This design comes from an exercise in tuning for small area, a short achievable clock period and few clock cycles on the open sky130 flow, not from production work.
In this exercise RTL edits were held to simulation tests only and were not proved equivalent to the original.
No activity file was given, so power comes from the tool's default toggle rates.

==> flow/design.v <==
module rpy_core (
    input  wire        clk,
    input  wire        rst,
    output wire [31:0] imem_addr,
    input  wire [31:0] imem_rdata,
    output wire [31:0] dmem_addr,
    output wire [3:0]  dmem_wstrb,
    output wire [31:0] dmem_wdata,
    input  wire [31:0] dmem_rdata,
    output wire        done,
    output wire        fault,
    output wire [2:0]  fault_cause,
    output wire [31:0] fault_pc,
    output wire [31:0] fault_info,
    input  wire [4:0]  dbg_raddr,
    output wire [31:0] dbg_rdata
);
    localparam [6:0] OP_ALU  = 7'b0110011,
                     OP_ALUI = 7'b0010011,
                     OP_LOAD = 7'b0000011,
                     OP_STOR = 7'b0100011,
                     OP_BR   = 7'b1100011;
    reg        done_r, fault_r;
    wire       run = !done_r && !fault_r;
    reg [1:0]  f_code;             
    reg [31:0] f_info;
    reg [31:0] regs [1:31];
    reg [31:0] fpc;                
    reg        dv;                 
    wire [31:0] ir  = imem_rdata;
    wire [6:0]  op  = ir[6:0];
    wire [2:0]  f3  = ir[14:12];
    wire [6:0]  f7  = ir[31:25];
    wire [4:0]  rd  = ir[11:7];
    wire [4:0]  rs1 = ir[19:15];
    wire [4:0]  rs2 = ir[24:20];
    wire [31:0] imm_i = {{20{ir[31]}}, ir[31:20]};
    wire [11:0] imm_s = {ir[31:25], ir[11:7]};
    wire d_r   = (op == OP_ALU) &&
                 ((f7 == 7'b0000000) ||
                  (f7 == 7'b0100000 && (f3 == 3'b000 || f3 == 3'b101)));
    wire d_i   = (op == OP_ALUI) &&
                 ((f3 != 3'b001 && f3 != 3'b101) ||
                  (f3 == 3'b001 && f7 == 7'b0000000) ||
                  (f3 == 3'b101 && (f7 == 7'b0000000 || f7 == 7'b0100000)));
    wire d_ld  = (op == OP_LOAD) &&
                 (f3 == 3'b000 || f3 == 3'b001 || f3 == 3'b010 ||
                  f3 == 3'b100 || f3 == 3'b101);
    wire d_st  = (op == OP_STOR) && (f3 == 3'b000 || f3 == 3'b001 || f3 == 3'b010);
    wire d_br  = (op == OP_BR) && (f3 != 3'b010 && f3 != 3'b011);
    wire d_zero = (ir == 32'd0);
    wire d_ill  = !(d_r || d_i || d_ld || d_st || d_br || d_zero);
    wire [31:0] hot_a;
    wire [31:0] hot_b;
    rpy_dec2 u_deca (.sel_a(rs1), .en_a(run), .sel_b(dbg_raddr), .en_b(!run), .hot(hot_a));
    rpy_dec1 u_decb (.sel(rs2), .hot(hot_b));
    wire [1023:0] rflat;
    genvar g;
    generate
        for (g = 0; g < 32; g = g + 1) begin : g_flat
            if (g == 0) begin : g_zero
                assign rflat[31:0] = 32'd0;
            end else begin : g_reg
                assign rflat[32*g +: 32] = regs[g];
            end
        end
    endgenerate
    wire [31:0] rfa, rfb;
    rpy_rfread u_rda (.q(rflat), .hot(hot_a), .y(rfa));
    rpy_rfread u_rdb (.q(rflat), .hot(hot_b), .y(rfb));
    assign dbg_rdata = rfa;
    reg        ev;
    reg [31:0] e_pc4;              
    reg [31:0] e_a, e_b;
    reg [11:0] e_imm;
    reg [2:0]  e_f3;
    reg [4:0]  e_rd;
    reg        e_wr;               
    reg        e_ld, e_st, e_br, e_ill, e_zero;
    reg        e_sub, e_sra;
    reg        w_we;
    reg [4:0]  w_rd;
    reg [31:0] w_res;
    reg        w_ld;
    reg [2:0]  w_f3;
    reg [1:0]  w_off;
    wire [31:0] alu_y;
    rpy_alu u_alu (.a(e_a), .b(e_b), .f3(e_f3), .sub(e_sub), .sra(e_sra), .y(alu_y));
    wire taken;
    rpy_brcmp u_brc (.a(e_a), .b(e_b), .f3(e_f3), .taken(taken));
    wire        ex       = run && ev;
    wire [31:0] ea;
    wire        misaligned;
    rpy_agu u_agu (
        .a(e_a), .imm(e_imm), .f3(e_f3[1:0]), .st(ex && e_st),
        .ea(ea), .misaligned(misaligned), .wstrb(dmem_wstrb)
    );
    wire x_done    = ex && e_zero;
    wire x_ill     = ex && e_ill;
    wire x_mis     = ex && (e_ld || e_st) && misaligned;
    wire x_fmis    = ex && e_br && taken && (fpc[1:0] != 2'b00);
    wire x_fault   = x_ill || x_mis || x_fmis;
    wire x_halt    = x_done || x_fault;
    wire x_redir   = ex && e_br && !taken;
    assign dmem_addr  = ea;
    assign dmem_wdata = e_f3[1] ? e_b : e_f3[0] ? {2{e_b[15:0]}} : {4{e_b[7:0]}};
    wire [31:0] ld_value;
    rpy_ldext u_ldx (.rdata(dmem_rdata), .off(w_off), .f3(w_f3), .y(ld_value));
    wire [31:0] wdata = w_ld ? ld_value : w_res;
    wire e_ldnz = ev && e_ld && (e_rd != 5'd0);
    wire stall  = e_ldnz && (rs1 == e_rd || rs2 == e_rd);
    wire d_go   = run && dv && !x_halt && !x_redir && !stall;
    wire [31:0] opa = (ev && e_wr && rs1 == e_rd) ? alu_y :
                      (w_we && rs1 == w_rd)       ? wdata : rfa;
    wire [31:0] opb = (ev && e_wr && rs2 == e_rd) ? alu_y :
                      (w_we && rs2 == w_rd)       ? wdata : rfb;
    wire [31:0] fpc4   = fpc + 32'd4;
    wire [19:0] hi_inc = fpc[31:12] + 20'd1;
    wire [19:0] hi_dec = fpc[31:12] - 20'd1;
    rpy_nextpc u_npc (
        .ir(ir), .dv(dv), .br_e(ex && e_br), .taken(taken), .e_ldnz(e_ldnz),
        .e_rd(e_rd), .fpc(fpc), .fpc4(fpc4), .hi_inc(hi_inc), .hi_dec(hi_dec),
        .e_pc4(e_pc4), .next_pc(imem_addr)
    );
    wire [31:0] rf_wd = wdata & {32{!rst}};
    generate
        for (g = 1; g < 32; g = g + 1) begin : g_rf
            always @(posedge clk)
                if (rst || (w_we && w_rd == g))
                    regs[g] <= rf_wd;
        end
    endgenerate
    always @(posedge clk) begin
        e_a    <= opa;
        e_b    <= (d_r || d_st || d_br) ? opb : imm_i;
        e_imm  <= d_st ? imm_s : ir[31:20];
        e_f3   <= f3;
        e_rd   <= rd;
        e_wr   <= (d_r || d_i) && (rd != 5'd0);
        e_ld   <= d_ld;
        e_st   <= d_st;
        e_br   <= d_br;
        e_ill  <= d_ill;
        e_zero <= d_zero;
        e_sub  <= (d_r && f3 == 3'b000 && f7[5]) ||
                  ((d_r || d_i) && (f3 == 3'b010 || f3 == 3'b011));
        e_sra  <= f3 == 3'b101 && f7[5];
        w_rd  <= e_rd;
        w_res <= alu_y;
        w_ld  <= e_ld;
        w_f3  <= e_f3;
        w_off <= ea[1:0];
        if (run && !x_ill && !x_mis)
            e_pc4 <= fpc4;
        if (run && !x_ill) begin
            if (x_mis) begin
                f_code <= e_ld ? 2'd2 : 2'd3;
                f_info <= ea;
            end else if (x_fmis) begin
                f_code <= 2'd0;
                f_info <= fpc;
            end else begin
                f_code <= 2'd1;
                f_info <= ir;
            end
        end
        if (rst) begin
            done_r  <= 1'b0;
            fault_r <= 1'b0;
            fpc     <= 32'hFFFF_FFFC;
            dv      <= 1'b0;
            ev      <= 1'b0;
            w_we    <= 1'b0;
        end else begin
            fpc  <= imem_addr;
            dv   <= 1'b1;
            ev   <= d_go;
            w_we <= ex && !x_halt && (e_wr || (e_ld && e_rd != 5'd0));
            if (x_done)  done_r  <= 1'b1;
            if (x_fault) fault_r <= 1'b1;
        end
    end
    assign done        = done_r;
    assign fault       = fault_r;
    assign fault_cause = {f_code, 1'b0};
    assign fault_pc    = e_pc4 - 32'd4;
    assign fault_info  = f_info;
endmodule
module rpy_dec2 (
    input  wire [4:0]  sel_a,
    input  wire        en_a,
    input  wire [4:0]  sel_b,
    input  wire        en_b,
    output wire [31:0] hot
);
    assign hot = ((32'd1 << sel_a) & {32{en_a}}) | ((32'd1 << sel_b) & {32{en_b}});
endmodule
module rpy_dec1 (
    input  wire [4:0]  sel,
    output wire [31:0] hot
);
    assign hot = 32'd1 << sel;
endmodule
module rpy_rfread (
    input  wire [1023:0] q,
    input  wire [31:0]   hot,
    output wire [31:0]   y
);
    reg  [31:0] acc;
    integer k;
    always @* begin
        acc = 32'd0;
        for (k = 1; k < 32; k = k + 1)
            acc = acc | (q[32*k +: 32] & {32{hot[k]}});
    end
    assign y = acc;
endmodule
module rpy_alu (
    input  wire [31:0] a,
    input  wire [31:0] b,
    input  wire [2:0]  f3,
    input  wire        sub,        
    input  wire        sra,        
    output reg  [31:0] y
);
    wire [32:0] addsub = {1'b0, a} + {1'b0, b ^ {32{sub}}} + {32'd0, sub};
    wire [31:0] sum = addsub[31:0];
    wire ltu = !addsub[32];
    wire lts = (a[31] ^ b[31]) ? a[31] : sum[31];
    function [31:0] rev32(input [31:0] x);
        integer k;
        for (k = 0; k < 32; k = k + 1) rev32[k] = x[31 - k];
    endfunction
    wire        sh_left = (f3 == 3'b001);
    wire [31:0] sh_in   = sh_left ? rev32(a) : a;
    wire [32:0] sh_ext  = {sra & a[31], sh_in};
    wire [32:0] sh_out  = $signed(sh_ext) >>> b[4:0];
    always @* begin
        case (f3)
            3'b000:  y = sum;
            3'b001:  y = rev32(sh_out[31:0]);
            3'b010:  y = {31'd0, lts};
            3'b011:  y = {31'd0, ltu};
            3'b100:  y = a ^ b;
            3'b101:  y = sh_out[31:0];
            3'b110:  y = a | b;
            default: y = a & b;
        endcase
    end
endmodule
module rpy_brcmp (
    input  wire [31:0] a,
    input  wire [31:0] b,
    input  wire [2:0]  f3,
    output wire        taken
);
    wire eq  = (a == b);
    wire ltu = (a < b);
    wire lts = (a[31] ^ b[31]) ? a[31] : ltu;
    assign taken = f3[2] ? ((f3[1] ? ltu : lts) ^ f3[0]) : (eq ^ f3[0]);
endmodule
module rpy_agu (
    input  wire [31:0] a,
    input  wire [11:0] imm,
    input  wire [1:0]  f3,
    input  wire        st,         
    output wire [31:0] ea,
    output wire        misaligned,
    output reg  [3:0]  wstrb
);
    assign ea = a + {{20{imm[11]}}, imm};
    assign misaligned = (f3 == 2'b01 && ea[0]) || (f3 == 2'b10 && ea[1:0] != 2'b00);
    always @* begin
        if (!st || misaligned)
            wstrb = 4'b0000;
        else case (f3)
            2'b00:   wstrb = 4'b0001 << ea[1:0];
            2'b01:   wstrb = ea[1] ? 4'b1100 : 4'b0011;
            default: wstrb = 4'b1111;
        endcase
    end
endmodule
module rpy_ldext (
    input  wire [31:0] rdata,
    input  wire [1:0]  off,
    input  wire [2:0]  f3,
    output reg  [31:0] y
);
    wire [31:0] w = rdata >> {off, 3'b000};
    always @* begin
        case (f3)
            3'b000:  y = {{24{w[7]}},  w[7:0]};
            3'b001:  y = {{16{w[15]}}, w[15:0]};
            3'b100:  y = {24'd0, w[7:0]};
            3'b101:  y = {16'd0, w[15:0]};
            default: y = w;
        endcase
    end
endmodule
module rpy_nextpc (
    input  wire [31:0] ir,
    input  wire        dv,
    input  wire        br_e,       
    input  wire        taken,
    input  wire        e_ldnz,     
    input  wire [4:0]  e_rd,
    input  wire [31:0] fpc,
    input  wire [31:0] fpc4,
    input  wire [19:0] hi_inc,
    input  wire [19:0] hi_dec,
    input  wire [31:0] e_pc4,
    output wire [31:0] next_pc
);
    wire [12:0] imm_b = {ir[31], ir[7], ir[30:25], ir[11:8], 1'b0};
    wire [11:0] tg_lo = {1'b0, fpc[11:1]} + {1'b0, imm_b[11:1]};
    wire [19:0] tg_hi = (imm_b[12] == tg_lo[11]) ? fpc[31:12] :
                        tg_lo[11] ? hi_inc : hi_dec;
    wire [31:0] target = {tg_hi, tg_lo[10:0], fpc[0]};
    wire hold    = dv && e_ldnz && (ir[19:15] == e_rd || ir[24:20] == e_rd);
    wire predict = dv && (ir[6:0] == 7'b1100011);
    wire [31:0] d_next = hold ? fpc : predict ? target : fpc4;
    assign next_pc = (br_e && !taken) ? e_pc4 : d_next;
endmodule
==> flow/config.mk <==
export PLATFORM = sky130hd
export DESIGN_NAME = rpy_core
export DESIGN_NICKNAME = rpy_core
export VERILOG_FILES = /design/flow/design.v
export SDC_FILE = /design/flow/constraint.sdc
export NUM_CORES = 4
export LEC_CHECK = 0
export CAP_MARGIN = 20
export CORE_MARGIN = 2
export CORE_UTILIZATION = 30
export CTS_CLUSTER_DIAMETER = 80
export CTS_CLUSTER_SIZE = 24
export GPL_ROUTABILITY_DRIVEN = 1
export PLACE_DENSITY = 0.45
export SETUP_SLACK_MARGIN = 5
export SLEW_MARGIN = 20
export SYNTH_HIERARCHICAL = 1
export SYNTH_MINIMUM_KEEP_SIZE = 0
==> flow/constraint.sdc <==
create_clock -name core_clock -period 12.0 [get_ports {clk}]
set_input_delay 2.4000 -clock core_clock [delete_from_list [all_inputs] [get_ports {clk}]]
set_output_delay 2.4000 -clock core_clock [all_outputs]
set_load 0.01 [all_outputs]
run.sh (not shown) runs the stock make flow with config.mk's settings and CLKGATE_MAP_FILE= SYNTH_SCRIPT=/design/flow/synth_recipe.tcl, a recipe that flattens the netlist after the stock synthesis.
Testbench counts at the start, summed over its fixed seeds: cycles 165,346.
Rerun with:
--- a/flow/design.v
+++ b/flow/design.v
@@ -48,14 +48,11 @@
                   f3 == 3'b100 || f3 == 3'b101);
     wire d_st  = (op == OP_STOR) && (f3 == 3'b000 || f3 == 3'b001 || f3 == 3'b010);
     wire d_br  = (op == OP_BR) && (f3 != 3'b010 && f3 != 3'b011);
     wire d_zero = (ir == 32'd0);
     wire d_ill  = !(d_r || d_i || d_ld || d_st || d_br || d_zero);
-    wire [31:0] hot_a;
-    wire [31:0] hot_b;
-    rpy_dec2 u_deca (.sel_a(rs1), .en_a(run), .sel_b(dbg_raddr), .en_b(!run), .hot(hot_a));
-    rpy_dec1 u_decb (.sel(rs2), .hot(hot_b));
+    wire [4:0]    ra = run ? rs1 : dbg_raddr;
     wire [1023:0] rflat;
     genvar g;
     generate
         for (g = 0; g < 32; g = g + 1) begin : g_flat
             if (g == 0) begin : g_zero
@@ -64,12 +61,12 @@
                 assign rflat[32*g +: 32] = regs[g];
             end
         end
     endgenerate
     wire [31:0] rfa, rfb;
-    rpy_rfread u_rda (.q(rflat), .hot(hot_a), .y(rfa));
-    rpy_rfread u_rdb (.q(rflat), .hot(hot_b), .y(rfb));
+    rpy_rfread u_rda (.q(rflat), .sel(ra),  .y(rfa));
+    rpy_rfread u_rdb (.q(rflat), .sel(rs2), .y(rfb));
     assign dbg_rdata = rfa;
     reg        ev;
     reg [31:0] e_pc4;              
     reg [31:0] e_a, e_b;
     reg [11:0] e_imm;
@@ -184,30 +181,16 @@
     assign fault       = fault_r;
     assign fault_cause = {f_code, 1'b0};
     assign fault_pc    = e_pc4 - 32'd4;
     assign fault_info  = f_info;
 endmodule
-module rpy_dec2 (
-    input  wire [4:0]  sel_a,
-    input  wire        en_a,
-    input  wire [4:0]  sel_b,
-    input  wire        en_b,
-    output wire [31:0] hot
-);
-    assign hot = ((32'd1 << sel_a) & {32{en_a}}) | ((32'd1 << sel_b) & {32{en_b}});
-endmodule
-module rpy_dec1 (
-    input  wire [4:0]  sel,
-    output wire [31:0] hot
-);
-    assign hot = 32'd1 << sel;
-endmodule
 module rpy_rfread (
     input  wire [1023:0] q,
-    input  wire [31:0]   hot,
+    input  wire [4:0]    sel,
     output wire [31:0]   y
 );
+    wire [31:0] hot = 32'd1 << sel;
     reg  [31:0] acc;
     integer k;
     always @* begin
         acc = 32'd0;
         for (k = 1; k < 32; k = k + 1)
Effect: The changed run finished clean; global-route usage went up by 6.0 points; worst hold slack improved by 0.019 ns; clock-buffer cell count went up by 1; core utilization grows by 1.2 points; sequential cell count does not change; wire length rises by about 28%; via count is higher by 15%; setup slack degrades by 0.21 ns; clock skew goes down by 0.0081 ns; synthesized area rose by 4.3%; sequential share of layout area came out lower by 3.0 points; total power goes up by about 10%; fmax falls by about 2.8%; clock power goes up by about 6%.
Testbench counts after the change, summed over its fixed seeds: cycles 165,346.

afterwards: timing with drivers on the ports:
The results above use ideal ports. As a check the final layouts listed here were re-extracted and re-timed, cells and wires unchanged.
Step 1, drivers: a clkbuf_16 drives clk and a buf_2 each remaining input, both assumed.
Step 2 adds t to the input delays and takes it off the output delays; t is the mean of the earliest and latest rising clock arrival at the registers after step 1. Input paths then give back, and output paths get back, about the clock's delay inside the block.
Three values: no drivers, after step 1, after step 2; two values: the first two.
| run | shift t [ns] | setup WS [ns] | worst setup path after step 2 | worst register clock-pin slew, ns | cell pins on the clock port's net |
|---|---|---|---|---|---|
| the first run | 0.851 | 4.766 / 4.626 / 4.626 | input to output | 0.10 / 0.10 | 1 |
| the second run | 0.876 | 4.559 / 4.426 / 4.426 | input to output | 0.11 / 0.11 | 1 |
After both steps every run listed still meets setup and hold. For the first run, which loses most, drivers alone change the setup slack by -0.140 ns; drivers and shift together by -0.140 ns.
